This design comes from an exercise in tuning for small area, a short achievable clock period and few clock cycles on the open sky130 flow, not from production work.
In this exercise RTL edits were held to simulation tests only and were not proved equivalent to the original.
No activity file was given, so power comes from the tool's default toggle rates.

==> flow/design.v (excerpt) <==
module autd3_cpu (
    input  wire        clk,
    input  wire        rst,
    input  wire        frame_valid,
    input  wire        tick_valid,
    output wire        evt_ready,
    output reg  [6:0]  hdr_addr,
    input  wire [7:0]  hdr_data,
    output reg  [7:0]  bulk_addr,
    input  wire [15:0] bulk_data,
    output reg         bus_valid,
    output reg         bus_we,
    output reg  [2:0]  bus_bank,
    output reg  [13:0] bus_addr,
    output reg  [15:0] bus_wdata,
    input  wire        bus_ready,
    input  wire [15:0] bus_rdata,
    input  wire [63:0] dc_now,
    input  wire [63:0] dc_next_start,
    input  wire [63:0] dc_period,
    output reg  [15:0] tx_ack
);
export LEC_CHECK = 0
export CAP_MARGIN = 20
export CORE_MARGIN = 2
export CORE_UTILIZATION = 55
export CTS_BUF_LIST = sky130_fd_sc_hd__clkbuf_8
export CTS_CLUSTER_SIZE = 25
export PLACE_DENSITY = 0.7
export SETUP_SLACK_MARGIN = 5
export SLEW_MARGIN = 20
create_clock -name core_clock -period 9.0 [get_ports {clk}]
standard.sh (not shown) runs the stock make flow with config.mk's settings and CLKGATE_MAP_FILE= SYNTH_SCRIPT=/design/flow/synth_recipe.tcl, a recipe that flattens the netlist after the stock synthesis.
==> flow/flow/run.sh <==
#!/bin/bash
# Standard layout, with the port buffers made from sky130_fd_sc_hd__buf_1
# instead of the delay cell buffer_ports picks by default, and timing repair
# aiming at a setup slack of 5.8 ns.
set -euo pipefail
bash standard.sh "BUFFER_PORTS_ARGS=-buffer_cell sky130_fd_sc_hd__buf_1" SETUP_SLACK_MARGIN=5.8 finish > standard_flow.log 2>&1
Testbench counts at the start, summed over its fixed seeds: cycles 64,321.
==> next run, changes <==
--- a/flow/design.v
+++ b/flow/design.v
@@ -156,14 +156,15 @@
     wire dl_go    = s_dly & sf;
     wire dl_done  = dl_go & t_last;
     wire en_go    = s_end & sf;
     wire tail_go  = d_ptail | (sd_go & ~sd_pw) | (pw_rec & ~p_wrap & p_last) | (ps_go & p_last) |
                     (gw_slot & ~g_wrap & g_last) | (gs_go & g_last);
     wire redo     = (c_g != 2'd2) | (c_p == 2'd2);
-    wire tw_go    = s_twt & sf;
-    wire tw_done  = tw_go & (kw == 2'd3);
+    wire tw_lo    = s_twt & ~kc[0] & sf;        
+    wire tw_go    = s_twt & kc[0] & sf;         
+    wire tw_done  = tw_go & (kc == 3'd7);
     wire ti_go    = s_tinit & sf;
     wire tf_go    = s_tinf & sf;
     wire aw_done  = s_taw & rd_done & (bus_addr[1:0] == 2'd0) & ~bus_rdata[{3'b100, which}];
     wire aw_rd    = s_taw & sf & ~aw_done;
     wire aw_next  = aw_done & ~which & seq_pending;
     wire w_drive  = d_clr | d_drv | cd_go | dr_go;            
@@ -203,13 +204,13 @@
         ({14{w_point}}           & {1'b0, seq_cur[10:0], bulk_addr[1:0]}) |
         ({14{w_moff}}            & 14'h0003) |
         ({14{w_mcyc}}            & 14'h0004) |
         ({14{w_soff}}            & 14'h0005) |
         ({14{w_scyc}}            & 14'h0006) |
         ({14{w_sdiv}}            & 14'h0007) |
-        ({14{w_sync}}            & {10'd0, 1'b1, which, kw}) |
+        ({14{w_sync}}            & {10'd0, 1'b1, which, kc[2:1]}) |
         ({14{w_creg}}            & {11'd0, clr_off}) |
         ({14{r_info}}            & 14'h0001) |
         ({14{r_ver}}             & 14'h0002);
     wire [15:0] nx_wdata =
         ({16{d_drv | dr_go | w_delay | sd_go | pw_go}} & bulk_data) |
         ({16{w_gain}}                & gain_word) |
@@ -218,13 +219,14 @@
         ({16{ms_go}}                 & {1'b0, mod_cur[30:15]}) |
         ({16{w_mcyc}}                & mod_cur[15:0]) |
         ({16{me_flg | mf_go}}        & {8'h00, hdr_data}) |
         ({16{ps_go}}                 & seq_cur[26:11]) |
         ({16{gs_go}}                 & seq_cur[21:6]) |
         ({16{ss_go}}                 & seq_cur[15:0]) |
-        ({16{tw_go}}                 & now_s[15:0]) |
+        ({16{tw_go}}                 & {tsum[7:0], bus_wdata[7:0]}) |
+        ({16{tw_lo}}                 & {8'h00, tsum[7:0]}) |
         ({16{ti_go}}                 & {6'd0, which, ~which, fpga_flags}) |
         ({16{cr_go & cr_last}}       & 16'h0004);
     wire ha_set2 = s_h0 & ~rep;
     wire ha_set3 = s_h1;
     wire ha_set1 = s_h2 | (mh_exit & mh_empty) | (dr_done & ~f_mb & (nlen == 7'd4)) | (mb_adv & ~m_wrap & m_last) | (ms_go & m_last);
     wire ha_set4 = d_drv | d_mh;
@@ -290,13 +292,13 @@
     always @(posedge clk) begin
         if (rst) begin
             bus_valid <= 1'b0;
         end else begin
             bus_valid <= issue | (bus_valid & ~bus_ready);
         end
-        if (issue) begin
+        if (issue | tw_lo) begin      
             bus_we    <= ~is_rd;
             bus_bank  <= nx_bank;
             bus_addr  <= nx_addr;
             bus_wdata <= nx_wdata;
         end
     end
@@ -379,28 +381,27 @@
             else if (aw_done & which)                   seq_pending <= 1'b0;
             if ((gw_slot & ~g_wrap & g_last) | (gs_go & g_last)) jc <= 2'd0;
             else if ((gw_slot & ~g_wrap) | gs_go)                jc <= jc + 2'd1;
         end
     end
     always @(posedge clk) begin
+        if (s_trd | (s_tdec & redo)) now_s <= dc_now;
+        else                         now_s <= {8'd0, now_s[63:8]};
         if (s_trd | (s_tdec & redo)) begin
             if (s_trd | (c_g == 2'd2)) sync_n <= dc_next_start;
-            now_s <= dc_now;
             per_r <= dc_period[7:0];
             c_g   <= 2'd2;
             c_p   <= 2'd2;
-            tcar  <= 1'b0;
             kc    <= 3'd0;
-        end else if (s_tcmp) begin
-            now_s  <= {tsum[7:0], now_s[63:8]};
+        end else if (s_tcmp | tw_lo | tw_go) begin
             sync_n <= {sync_n[7:0], sync_n[63:8]};
             per_r  <= per_nx;
-            tcar   <= tsum[8];
-            c_g    <= g_sum[9:8];
-            c_p    <= p_sum[9:8];
             kc     <= kc + 3'd1;
-        end else if (tw_go) begin
-            now_s  <= {16'd0, now_s[63:16]};
-            kc     <= (kw == 2'd3) ? 3'd0 : kc + 3'd1;
         end
+        if (s_tcmp) begin
+            c_g <= g_sum[9:8];
+            c_p <= p_sum[9:8];
+        end
+        if (s_tdec)              tcar <= 1'b0;
+        else if (tw_lo | tw_go)  tcar <= tsum[8];
     end
 endmodule
Outcome: The new run passed the timing, DRC and antenna checks; setup slack loses 0.050 ns; routed wire length falls by about 9%; clock power rises by about 7%; via count falls by about 3.4%; die area falls by about 4.4%; critical path depth rises by 15; clock skew rises by 0.0043 ns; total power rises by 3.3%; maximum frequency falls by 1.5%; global-route usage falls by 1.4 points.
Testbench counts after the change, summed over its fixed seeds: cycles 64,577.

[separate check: timing with driven ports]
The results above use ideal ports. As a check the final layouts listed here were re-extracted and re-timed, cells and wires unchanged.
Step 1 (the two cells are an assumption about what drives the block):
set clk [get_ports {clk}]
set_driving_cell -lib_cell sky130_fd_sc_hd__clkbuf_16 $clk
set_driving_cell -lib_cell sky130_fd_sc_hd__buf_2 [delete_from_list [all_inputs] $clk]
Step 2 adds t to the input delays and takes it off the output delays; t is the mean of the earliest and latest rising clock arrival at the registers after step 1. Input paths then give back, and output paths get back, about the clock's delay inside the block.
a / b / c = ideal ports / drivers / drivers and shift; a / b = the first two.
run | t (ns) | slack for setup (ns) | latest minus earliest clock arrival (ns) | worst data-port slew with drivers (ns)
the first run | 0.665 | 5.779 / 5.726 / 5.184 | 0.024 / 0.024 | 0.07
the second run | 0.681 | 5.728 / 5.728 / 5.108 | 0.028 / 0.028 | 0.07
After both steps every run listed still meets setup and hold. The setup slack of the second run, which loses most, moves by 0.000 ns with the drivers and by -0.620 ns with both steps.
